From an optimization exercise on the open Yosys and OpenROAD flow, aimed at small area, a short achievable clock period and few clock cycles; shortcuts taken in it are not production practice.
Only simulation tests tie the RTL to the original design; equivalence was not proved.
Power is estimated from default activity; no workload was simulated.

$ cat run.sh
#!/bin/bash
# synth_recipe.tcl (not shown) runs the flow's synth.tcl, then flattens the netlist and writes it again
# the make line also repeats each setting of config.mk as NAME=value (left out here)
make -C /OpenROAD-flow-scripts/flow DESIGN_CONFIG=/design/flow/config.mk WORK_HOME=/design/flow/orfs CLKGATE_MAP_FILE= SYNTH_SCRIPT=/design/flow/synth_recipe.tcl finish
$ cat config.mk
export PLATFORM = sky130hd
export DESIGN_NAME = rlec
export DESIGN_NICKNAME = rlec
export VERILOG_FILES = /design/flow/design.v
export SDC_FILE = /design/flow/constraint.sdc
export NUM_CORES = 4
export LEC_CHECK = 0
export CAP_MARGIN = 20
export CORE_MARGIN = 2
export CORE_UTILIZATION = 40
export PLACE_DENSITY = 0.6
export SLEW_MARGIN = 20
$ cat constraint.sdc
create_clock -name core_clock -period 10.0 [get_ports {clk}]
set_input_delay 2.0000 -clock core_clock [delete_from_list [all_inputs] [get_ports {clk}]]
set_output_delay 2.0000 -clock core_clock [all_outputs]
set_load 0.01 [all_outputs]
$ cat design.v
module rlec (
    input  wire        clk,
    input  wire        rst_n,
    input  wire [3:0]  reg_addr,
    input  wire        reg_we,
    input  wire [31:0] reg_wdata,
    output reg  [31:0] reg_rdata,
    output wire        busy,
    output wire        ibuf_req,
    output wire [15:0] ibuf_addr,
    input  wire        ibuf_gnt,
    input  wire [7:0]  ibuf_rdata,
    output wire        obuf_req,
    output wire [15:0] obuf_addr,
    output wire [7:0]  obuf_wdata,
    input  wire        obuf_gnt
);
    localparam [31:0] IBUF_SIZE = 32'h0001_0000;
    localparam [31:0] OBUF_SIZE = 32'h0001_0000;
    localparam [31:0] ID_VALUE  = 32'h524C_4543;
    localparam [3:0] R_CMD = 4'd0, R_STATUS = 4'd1, R_WIDTH = 4'd2, R_HEIGHT = 4'd3,
                     R_ATHR = 4'd4, R_MODE = 4'd5, R_INLEN = 4'd6, R_OUTCAP = 4'd7,
                     R_OUTLEN = 4'd8, R_INPOS = 4'd9, R_ID = 4'd10;
    localparam [2:0] E_NONE = 3'd0, E_PARAM = 3'd1, E_TRUNC = 3'd2, E_OVERRUN = 3'd3,
                     E_RUNLEN = 3'd4, E_MALFORMED = 3'd5, E_OVERFLOW = 3'd6, E_ILLEGAL = 3'd7;
    localparam [1:0] F_A = 2'd1, F_B = 2'd2, F_C = 2'd3;
    localparam [3:0] S_IDLE    = 4'd0,
                     S_E_FETCH = 4'd1,   
                     S_E_DATA  = 4'd2,   
                     S_E_PIX   = 4'd3,   
                     S_E_FLUSH = 4'd4,   
                     S_D_REC   = 4'd5,   
                     S_D_FETCH = 4'd6,   
                     S_D_DATA  = 4'd7,   
                     S_D_EVAL  = 4'd8,   
                     S_D_PUT   = 4'd9;   
    reg [15:0] width, height;
    reg [8:0]  a_thresh;
    reg [1:0]  mode;             
    reg [31:0] in_len, out_cap;
    reg [31:0] out_len, in_pos;
    reg        st_busy, st_done;
    reg [2:0]  st_err;
    reg [3:0]  state;
    reg [1:0]  job_fmt;
    reg [31:0] npix;
    reg [7:0]  acc_val;
    reg [31:0] acc_len;
    reg [7:0]  pix;
    reg        fl_final;         
    reg        fl_newrun;        
    reg [7:0]  q_new;
    reg [2:0]  fl_idx;           
    reg [7:0]  rec0, rec1, rec2, rec3, rec4;
    reg [2:0]  rd_cnt;           
    reg [2:0]  rec_k;            
    reg [31:0] put_cnt;
    reg [7:0]  put_val;
    assign busy = st_busy;
    wire        cmd_wr    = reg_we && (reg_addr == R_CMD) && !st_busy && (reg_wdata != 32'd0);
    wire        cmd_legal = (reg_wdata == 32'h01) || (reg_wdata == 32'h02) || (reg_wdata == 32'h03) ||
                            (reg_wdata == 32'h11) || (reg_wdata == 32'h12) || (reg_wdata == 32'h13);
    wire        cmd_dec   = reg_wdata[4];
    wire [31:0] npix_w    = width * height;
    wire        zero_dim  = (width == 16'd0) || (height == 16'd0);
    reg [7:0] q;                 
    always @(*) begin
        case (job_fmt)
            F_A:     q = ({1'b0, pix} >= a_thresh) ? 8'd1 : 8'd0;
            F_B:     q = {1'b0, pix[7:1]};
            default: q = {4'd0, pix[7:4]};
        endcase
    end
    wire q_match = (q == acc_val);
    wire        c_extreme = (acc_val[3:0] == 4'd0) || (acc_val[3:0] == 4'd15);
    wire [31:0] c_n       = c_extreme ? ((acc_len > 32'd4095) ? 32'd4095 : acc_len)
                                      : ((acc_len > 32'd15)   ? 32'd15   : acc_len);
    reg  [7:0]  e_byte;
    reg         e_last;          
    reg  [2:0]  b_k;             
    always @(*) begin
        if (acc_len == 32'd1)           b_k = 3'd1;
        else if (acc_len <= 32'h7F)     b_k = 3'd2;
        else if (acc_len <= 32'h3FFF)   b_k = 3'd3;
        else if (acc_len <= 32'h1FFFFF) b_k = 3'd4;
        else                            b_k = 3'd5;
        e_byte = 8'd0;
        e_last = 1'b1;
        case (job_fmt)
            F_A: begin
                e_byte = {acc_val[0], acc_len[6:0]};
                e_last = 1'b1;
            end
            F_B: begin
                e_last = (fl_idx == b_k - 3'd1);
                if (fl_idx == 3'd0)
                    e_byte = {(b_k != 3'd1), acc_val[6:0]};
                else begin
                    case (b_k)
                        3'd2: e_byte = acc_len[7:0];
                        3'd3: case (fl_idx)
                                  3'd1:    e_byte = {2'b10, acc_len[13:8]};
                                  default: e_byte = acc_len[7:0];
                              endcase
                        3'd4: case (fl_idx)
                                  3'd1:    e_byte = {3'b110, acc_len[20:16]};
                                  3'd2:    e_byte = acc_len[15:8];
                                  default: e_byte = acc_len[7:0];
                              endcase
                        default: case (fl_idx)
                                  3'd1:    e_byte = {4'b1110, acc_len[27:24]};
                                  3'd2:    e_byte = acc_len[23:16];
                                  3'd3:    e_byte = acc_len[15:8];
                                  default: e_byte = acc_len[7:0];
                              endcase
                    endcase
                end
            end
            default: begin
                if (c_extreme) begin
                    e_last = (fl_idx == 3'd1);
                    e_byte = (fl_idx == 3'd0) ? {acc_val[3:0], c_n[11:8]} : c_n[7:0];
                end else begin
                    e_last = 1'b1;
                    e_byte = {acc_val[3:0], c_n[3:0]};
                end
            end
        endcase
    end
    wire out_full = (out_len >= out_cap);
    wire [32:0] rd_pos   = {1'b0, in_pos} + {30'd0, rd_cnt};
    wire        rd_trunc = (rd_pos >= {1'b0, in_len});
    reg        d_more;           
    reg        d_resv;           
    reg [2:0]  d_k;
    reg [31:0] d_n;
    reg [31:0] d_nmin;           
    reg [7:0]  d_val;
    always @(*) begin
        d_more = 1'b0;
        d_resv = 1'b0;
        d_k    = 3'd1;
        d_n    = 32'd0;
        d_nmin = 32'd1;
        d_val  = 8'd0;
        case (job_fmt)
            F_A: begin
                d_k    = 3'd1;
                d_n    = {25'd0, rec0[6:0]};
                d_val  = rec0[7] ? 8'hFF : 8'h00;
            end
            F_B: begin
                d_val = {rec0[6:0], 1'b0};
                if (!rec0[7]) begin
                    d_k = 3'd1; d_n = 32'd1; d_nmin = 32'd1;
                end else if (rd_cnt < 3'd2) begin
                    d_k = 3'd2; d_more = 1'b1;
                end else if (!rec1[7]) begin
                    d_k = 3'd2; d_n = {25'd0, rec1[6:0]}; d_nmin = 32'd2;
                end else if (rec1[7:6] == 2'b10) begin
                    d_k = 3'd3; d_n = {18'd0, rec1[5:0], rec2}; d_nmin = 32'h80;
                end else if (rec1[7:5] == 3'b110) begin
                    d_k = 3'd4; d_n = {11'd0, rec1[4:0], rec2, rec3}; d_nmin = 32'h4000;
                end else if (rec1[7:4] == 4'b1110) begin
                    d_k = 3'd5; d_n = {4'd0, rec1[3:0], rec2, rec3, rec4}; d_nmin = 32'h200000;
                end else begin
                    d_resv = 1'b1;
                end
                if (rd_cnt < d_k) d_more = 1'b1;
            end
            default: begin
                d_val = {rec0[7:4], 4'd0};
                if (rec0[7:4] == 4'h0 || rec0[7:4] == 4'hF) begin
                    d_k = 3'd2; d_n = {20'd0, rec0[3:0], rec1};
                end else begin
                    d_k = 3'd1; d_n = {28'd0, rec0[3:0]};
                end
                d_nmin = 32'd1;
                if (rd_cnt < d_k) d_more = 1'b1;
            end
        endcase
    end
    wire d_strict_bad = mode[0] && ((job_fmt == F_A) ? ((d_n == 32'd0) || (d_n > 32'd125))
                                                     : (d_n < d_nmin));
    wire d_overrun    = ({1'b0, out_len} + {1'b0, d_n}) > {1'b0, npix};
    assign ibuf_req   = ((state == S_E_FETCH) && (in_pos < npix)) ||
                        ((state == S_D_FETCH) && !rd_trunc);
    assign ibuf_addr  = (state == S_D_FETCH) ? rd_pos[15:0] : in_pos[15:0];
    assign obuf_req   = ((state == S_E_FLUSH) && (acc_len != 32'd0) && !out_full) ||
                        ((state == S_D_PUT) && (put_cnt != 32'd0));
    assign obuf_addr  = out_len[15:0];
    assign obuf_wdata = (state == S_D_PUT) ? put_val : e_byte;
    always @(*) begin
        case (reg_addr)
            R_STATUS: reg_rdata = {25'd0, st_err, 2'b00, st_done, st_busy};
            R_WIDTH:  reg_rdata = {16'd0, width};
            R_HEIGHT: reg_rdata = {16'd0, height};
            R_ATHR:   reg_rdata = {23'd0, a_thresh};
            R_MODE:   reg_rdata = {30'd0, mode};
            R_INLEN:  reg_rdata = in_len;
            R_OUTCAP: reg_rdata = out_cap;
            R_OUTLEN: reg_rdata = out_len;
            R_INPOS:  reg_rdata = in_pos;
            R_ID:     reg_rdata = ID_VALUE;
            default:  reg_rdata = 32'd0;
        endcase
    end
    always @(posedge clk) begin
        if (!rst_n) begin
            width    <= 16'd0;
            height   <= 16'd0;
            a_thresh <= 9'h0FF;
            mode     <= 2'd0;
            in_len   <= 32'd0;
            out_cap  <= OBUF_SIZE;
            out_len  <= 32'd0;
            in_pos   <= 32'd0;
            st_busy  <= 1'b0;
            st_done  <= 1'b0;
            st_err   <= E_NONE;
            state    <= S_IDLE;
            job_fmt  <= F_A;
            npix     <= 32'd0;
            acc_val  <= 8'd0;
            acc_len  <= 32'd0;
            pix      <= 8'd0;
            fl_final <= 1'b0;
            fl_newrun <= 1'b0;
            q_new    <= 8'd0;
            fl_idx   <= 3'd0;
            rec0 <= 8'd0; rec1 <= 8'd0; rec2 <= 8'd0; rec3 <= 8'd0; rec4 <= 8'd0;
            rd_cnt   <= 3'd0;
            rec_k    <= 3'd1;
            put_cnt  <= 32'd0;
            put_val  <= 8'd0;
        end else begin
            if (reg_we && !st_busy) begin
                case (reg_addr)
                    R_WIDTH:  width    <= reg_wdata[15:0];
                    R_HEIGHT: height   <= reg_wdata[15:0];
                    R_ATHR:   a_thresh <= reg_wdata[8:0];
                    R_MODE:   mode     <= reg_wdata[1:0];
                    R_INLEN:  in_len   <= reg_wdata;
                    R_OUTCAP: out_cap  <= reg_wdata;
                    default: ;
                endcase
            end
            if (cmd_wr) begin
                st_done  <= 1'b0;
                st_err   <= E_NONE;
                out_len  <= 32'd0;
                in_pos   <= 32'd0;
                acc_val  <= 8'd0;
                acc_len  <= 32'd0;
                fl_idx   <= 3'd0;
                fl_final <= 1'b0;
                if (!cmd_legal) begin
                    st_done <= 1'b1;
                    st_err  <= E_ILLEGAL;
                end else begin
                    job_fmt <= reg_wdata[1:0];
                    npix    <= npix_w;
                    if (out_cap > OBUF_SIZE) begin
                        st_done <= 1'b1;
                        st_err  <= E_PARAM;
                    end else if (zero_dim) begin
                        st_done <= 1'b1;
                        st_err  <= mode[1] ? E_NONE : E_PARAM;
                    end else if (!cmd_dec) begin
                        if (npix_w > IBUF_SIZE) begin
                            st_done <= 1'b1;
                            st_err  <= E_PARAM;
                        end else begin
                            st_busy <= 1'b1;
                            state   <= S_E_FETCH;
                        end
                    end else begin
                        if (in_len > IBUF_SIZE || npix_w > out_cap) begin
                            st_done <= 1'b1;
                            st_err  <= E_PARAM;
                        end else begin
                            st_busy <= 1'b1;
                            state   <= S_D_REC;
                        end
                    end
                end
            end
            case (state)
                S_IDLE: ;
                S_E_FETCH: begin
                    if (in_pos < npix) begin
                        if (ibuf_gnt) state <= S_E_DATA;
                    end else begin
                        fl_final <= 1'b1;
                        state    <= S_E_FLUSH;
                    end
                end
                S_E_DATA: begin
                    pix   <= ibuf_rdata;
                    state <= S_E_PIX;
                end
                S_E_PIX: begin
                    if (q_match) begin
                        if (job_fmt == F_A && acc_len == 32'd124) begin
                            acc_len   <= 32'd125;
                            fl_newrun <= 1'b0;
                            state     <= S_E_FLUSH;
                        end else if (job_fmt == F_B && acc_len == 32'h0FFF_FFFF) begin
                            st_busy <= 1'b0;
                            st_done <= 1'b1;
                            st_err  <= E_RUNLEN;
                            state   <= S_IDLE;
                        end else begin
                            acc_len <= acc_len + 32'd1;
                            in_pos  <= in_pos + 32'd1;
                            state   <= S_E_FETCH;
                        end
                    end else begin
                        fl_newrun <= 1'b1;
                        q_new     <= q;
                        state     <= S_E_FLUSH;
                    end
                end
                S_E_FLUSH: begin
                    if (acc_len == 32'd0) begin
                        if (fl_final) begin
                            st_busy <= 1'b0;
                            st_done <= 1'b1;
                            state   <= S_IDLE;
                        end else begin
                            if (fl_newrun) begin
                                acc_val <= q_new;
                                acc_len <= 32'd1;
                            end
                            in_pos <= in_pos + 32'd1;
                            state  <= S_E_FETCH;
                        end
                    end else if (out_full) begin
                        st_busy <= 1'b0;
                        st_done <= 1'b1;
                        st_err  <= E_OVERFLOW;
                        state   <= S_IDLE;
                    end else if (obuf_gnt) begin
                        out_len <= out_len + 32'd1;
                        if (e_last) begin
                            fl_idx <= 3'd0;
                            if (job_fmt == F_C)
                                acc_len <= acc_len - c_n;
                            else
                                acc_len <= 32'd0;
                        end else begin
                            fl_idx <= fl_idx + 3'd1;
                        end
                    end
                end
                S_D_REC: begin
                    if (out_len >= npix) begin
                        st_busy <= 1'b0;
                        st_done <= 1'b1;
                        state   <= S_IDLE;
                    end else begin
                        rd_cnt <= 3'd0;
                        state  <= S_D_FETCH;
                    end
                end
                S_D_FETCH: begin
                    if (rd_trunc) begin
                        st_busy <= 1'b0;
                        st_done <= 1'b1;
                        st_err  <= E_TRUNC;
                        state   <= S_IDLE;
                    end else if (ibuf_gnt) begin
                        state <= S_D_DATA;
                    end
                end
                S_D_DATA: begin
                    case (rd_cnt)
                        3'd0:    rec0 <= ibuf_rdata;
                        3'd1:    rec1 <= ibuf_rdata;
                        3'd2:    rec2 <= ibuf_rdata;
                        3'd3:    rec3 <= ibuf_rdata;
                        default: rec4 <= ibuf_rdata;
                    endcase
                    rd_cnt <= rd_cnt + 3'd1;
                    state  <= S_D_EVAL;
                end
                S_D_EVAL: begin
                    if (d_resv) begin
                        st_busy <= 1'b0;
                        st_done <= 1'b1;
                        st_err  <= E_MALFORMED;
                        state   <= S_IDLE;
                    end else if (d_more) begin
                        state <= S_D_FETCH;
                    end else if (d_strict_bad) begin
                        st_busy <= 1'b0;
                        st_done <= 1'b1;
                        st_err  <= E_MALFORMED;
                        state   <= S_IDLE;
                    end else if (d_overrun) begin
                        st_busy <= 1'b0;
                        st_done <= 1'b1;
                        st_err  <= E_OVERRUN;
                        state   <= S_IDLE;
                    end else begin
                        put_cnt <= d_n;
                        put_val <= d_val;
                        rec_k   <= d_k;
                        state   <= S_D_PUT;
                    end
                end
                S_D_PUT: begin
                    if (put_cnt == 32'd0) begin
                        in_pos <= in_pos + {29'd0, rec_k};
                        state  <= S_D_REC;
                    end else if (obuf_gnt) begin
                        out_len <= out_len + 32'd1;
                        put_cnt <= put_cnt - 32'd1;
                    end
                end
                default: state <= S_IDLE;
            endcase
        end
    end
endmodule
==> parameters.txt <==
Parameter                              Value

Timing
  Final worst clock skew    0.0340 ns
  Final min period    ~9.0 ns
  Total setup violations reported at the end of the flow    0
  Worst-case headroom to the max-slew limit    approximately a quarter
  Part of the cycle the worst path needs    89.9%
  Number of pins with negative max-slew slack in the final report    0
  Unrepaired setup endpoints after global routing    no
  Slew at the pin with the worst max-slew slack    around 1.1 ns
  Final hold violation count    0
  Max Clock Freq    around 110 MHz
  Setup_tns    0 ns

Clock tree
  Maximum clock insertion buffer count    3
  Deepest level of the CTS H-tree    2
  Buffers inserted during post-CTS setup optimization    0
  Clk pin slew, worst setup/hold paths    roughly 0.060 ns
  CTS Hold Bufs    0
  CTS tree    yes
  Clock Latency Late Sink    around 0.63 ns
  Number of gates resized after CTS    0
  Clock net sink count    360
  Number of buffers created by CTS    44
  CTS root buffer    sky130_fd_sc_hd__clkbuf_16

Finish
  Multi-input logic area    29900 um^2
  Finished Core Util    between 40% and 50%
  Area delta synth->final    9.72%
  Final-layout fill cell count    10100
  Nets@finish    6070
  Filler-free cell count of the finished design    approximately 6700
  Share of layout cells above drive strength 1    just over 5%
  Area used by sequential logic in the layout    approximately 7200 um^2
  Final design instance area without fill    ~44000 um^2

Worst setup path
  Delay contributed by the slowest stage of the critical path    approximately 0.9 ns
  Critical path startpoint category    register
  Kind of cell with the highest combined delay on the critical path    adder cells
  Worst path bufs/invs    4
  Endpoint arrival time on the critical path    between 9 and 10 ns
  RR Startpoint    height[3]
  Worst setup path start    height[3]
  Type of the worst setup path    reg -> reg
  Master of the slowest instance on the critical path    sky130_fd_sc_hd__dfxtp_1
  Data required time at the worst endpoint    ~11 ns
  Crit-path max FO    19
  Worst Setup End Kind    register
  Cell seen most often among critical-path stages    sky130_fd_sc_hd__fa_1
  Logic depth of the worst setup path including buffers    29
  Register-to-Register Path Depth    29

Synth
  Cell area after synthesis    39900 um^2
  Top cell type's share of synthesized area    between 10% and 20%
  Top cell type by total area after synthesis    sky130_fd_sc_hd__dfxtp_1
  Synth Warn #    1
  Most frequent cell after synthesis    sky130_fd_sc_hd__nand2_1
  Ranking of synthesized cells by area    sky130_fd_sc_hd__dfxtp_1 18%, sky130_fd_sc_hd__ha_1 12%, sky130_fd_sc_hd__fa_1 9.9%, sky130_fd_sc_hd__nand2_1 7.8%, sky130_fd_sc_hd__a21oi_1 6.7%
  Async set or reset register ratio after synthesis    0%
  Average cell area after synthesis    approximately 7.3 um^2
  Count of mapped cells out of synthesis    ~5500
  Number of enable flip-flop cells after synthesis    0
  Flip-flop and latch count after synthesis    360
  Netlist cell types    ~110
  Main synth FF type    sky130_fd_sc_hd__dfxtp_1
  Sequential-to-total area share from yosys stat    between 15 and 20%
  Most common library cells after synthesis    827 x sky130_fd_sc_hd__nand2_1, 532 x sky130_fd_sc_hd__a21oi_1, 417 x sky130_fd_sc_hd__inv_1

Route
  Overall routed net length    171000 um
  Detailed-route vias per instance    slightly above 6
  Wire per inst    between 20 and 30 um
  DR vias    ~42000
  DRC violation count after routing    0
  Number of nets still failing antenna checks after routing    0
  Drt initial violations    between 5000 and 6000
  Detailed Routing Iterations Pass 1    7

Pwr
  Maximum VDD drop    ~0.14 mV
  Pwr dens    76.6 nW/um^2
  Leakage component of the power    18.2 nW
  Overall Power    approximately 3.4 mW

Global routing
  Pin count of the biggest net entering global routing    around 180
  Antenna violations before repair    10
  Wire length of the first global-routing pass    approximately 260000 um
  Grt met3 use    5.81%
  Total global-route track usage    32.7%
  Vias in the first global route    just under 40000
  Met1 track utilization from global routing    between 40% and 50%
  Met2 routing resource usage after global routing    between 40% and 50%
  Global route overflow    0
  Global route hottest layer    met2

Place
  Final weighted congestion of routability-driven global placement    1.01
  IO buf count    123
  DP HPWL    approximately 130000 um
  Placed instance count    between 6000 and 7000
  Cell area reported after detailed placement    around 42000 um^2

Min path
  Min-delay src    q_new[1]
  Kind of path behind the tightest hold check    reg -> reg
  Hold path depth    2

Flow run
  MaxCap Viol Count    0

Die
  DIE WIDTH    around 320 um
  Vert. Die Dim    between 300 and 400 um
  Total number of placement rows    roughly 120
  Count of pins on the block boundary    approximately 120
  Effective utilization at floorplan    40.4%
  Placeable core region    between 90000 and 100000 um^2
  Die footprint    102000 um^2

Status
  Result of the run    complete, no violations
-- cell families (layout without fill, tap and decap cells) --
logic type / after synthesis / after routing / synth area share, %
other cells: 1 / 20 / 0.00939
compound gates: 1468 / 1468 / 23.1
fa+ha+maj: 596 / 596 / 22.4
simple gates: 2116 / 2116 / 25.1
mux: 25 / 25 / 0.636
flops: 360 / 360 / 18.1
buf+inv: 775 / 732 / 7.58
xor+xnor: 143 / 143 / 3.14
-- cell usage in the layout (no fill, tap or decap), types with 21 or more instances in the layout --
master,n
sky130_fd_sc_hd__nand2_1,826
sky130_fd_sc_hd__a21oi_1,531
sky130_fd_sc_hd__inv_1,417
sky130_fd_sc_hd__nor2_1,399
sky130_fd_sc_hd__ha_1,398
sky130_fd_sc_hd__dfxtp_1,360
sky130_fd_sc_hd__o21ai_0,281
sky130_fd_sc_hd__fa_1,198
sky130_fd_sc_hd__nand3_1,171
sky130_fd_sc_hd__and2_1,150
sky130_fd_sc_hd__clkdlybuf4s50_1,122
sky130_fd_sc_hd__nor3_1,117
sky130_fd_sc_hd__buf_4,107
sky130_fd_sc_hd__xnor2_1,93
sky130_fd_sc_hd__nand4_1,74
sky130_fd_sc_hd__a22oi_1,74
sky130_fd_sc_hd__a31oi_1,70
sky130_fd_sc_hd__nor4_1,62
sky130_fd_sc_hd__a21o_1,61
sky130_fd_sc_hd__nand2b_1,56
sky130_fd_sc_hd__a211oi_1,52
sky130_fd_sc_hd__xor2_1,50
sky130_fd_sc_hd__o211ai_1,50
sky130_fd_sc_hd__and3_1,48
sky130_fd_sc_hd__clkbuf_16,44
sky130_fd_sc_hd__nor2b_1,43
sky130_fd_sc_hd__o21a_1,37
sky130_fd_sc_hd__o22ai_1,35
sky130_fd_sc_hd__or3_1,33
sky130_fd_sc_hd__a221oi_1,31
sky130_fd_sc_hd__o31ai_1,30
sky130_fd_sc_hd__mux2i_1,22
sky130_fd_sc_hd__or2_2,21
-- power breakdown --
group,total [mW],switching [mW],internal [mW]
Sequential,1.46,0.0201,1.44
Combinational,0.194,0.133,0.0615
Clock,1.70,0.742,0.961
-- final timing paths --
| kind | slack [ns] | end |
|---|---|---|
| worst max-delay path | 1.01 | state[0] |
| worst min-delay path | 0.45 | acc_val[1] |
| worst max register to register | 1.01 | state[0] |
| worst min register to register | 0.45 | acc_val[1] |
-- final cells by class --
| cell class | instances | area share, % |
|---|---|---|
| flip-flops and latches | 360 | 16.5 |
| clock buffers | 59 | 2.85 |
| clock inverters | 21 | 0.520 |
| well taps | 1287 | 3.68 |
| multi-input cells | 4367 | 68.2 |
| repair buffers | 232 | 4.71 |
| inverters | 420 | 3.62 |
| diodes | 1 | 0.00571 |
-- per-layer routing --
layer  up-vias  wire length, um
met1     20000            72100
met2      2476            71600
met5         -               74
met4        10             9140
li1      19100                -
met3       484            18300
-- per-stage QoR --
step | hold slack, ns | setup WS, ns
floorplan | 0.427 | 1.92
global placement | 0.441 | 1.31
detailed placement | 0.443 | 1.20
CTS | 0.455 | 1.17
global route | 0.474 | 0.514
finish | 0.454 | 1.01
-- tightest hold or removal path, delay by kind of cell (launching register included) --
| family | cells | cell delay, ns |
|---|---|---|
| AND/OR/NAND/NOR | 1 | 0.05 |
| AO/OA/AOI/OAI | 1 | 0.05 |
| flip-flops | 1 | 0.31 |
-- sequential cells by signal, summed over array words and instances (netlist names), 8 cells and up --
signal and flops:
a_thresh 9, acc_len 32, acc_val 8, height 16
in_len 32, in_pos 32, npix 32, out_cap 32
out_len 32, pix 8, put_cnt 32, put_val 8
rec0 8, rec1 8, rec2 8, rec3 8
rec4 8, width 16
Testbench counts, summed over its fixed seeds: cycles 885,847.

[port drivers added, routing unchanged]
Ports are ideal in the flow. The routed layout listed here was re-timed in OpenROAD.
Step 1, drivers: a clkbuf_16 drives clk and a buf_2 each remaining input, both assumed.
Step 2 adds t to the input delays and takes it off the output delays; t is the mean of the earliest and latest rising clock arrival at the registers after step 1. Input paths then give back, and output paths get back, about the clock's delay inside the block.
Three values: no drivers, after step 1, after step 2; two values: the first two.
shift t [ns]: 0.687
slack for setup (ns): 1.014 / 1.014 / 1.014
worst slew at a driven data input, ns: 0.05
After both steps setup and hold are still met in this run. The setup slack of this run moves by 0.000 ns with the drivers and by 0.000 ns with both steps.
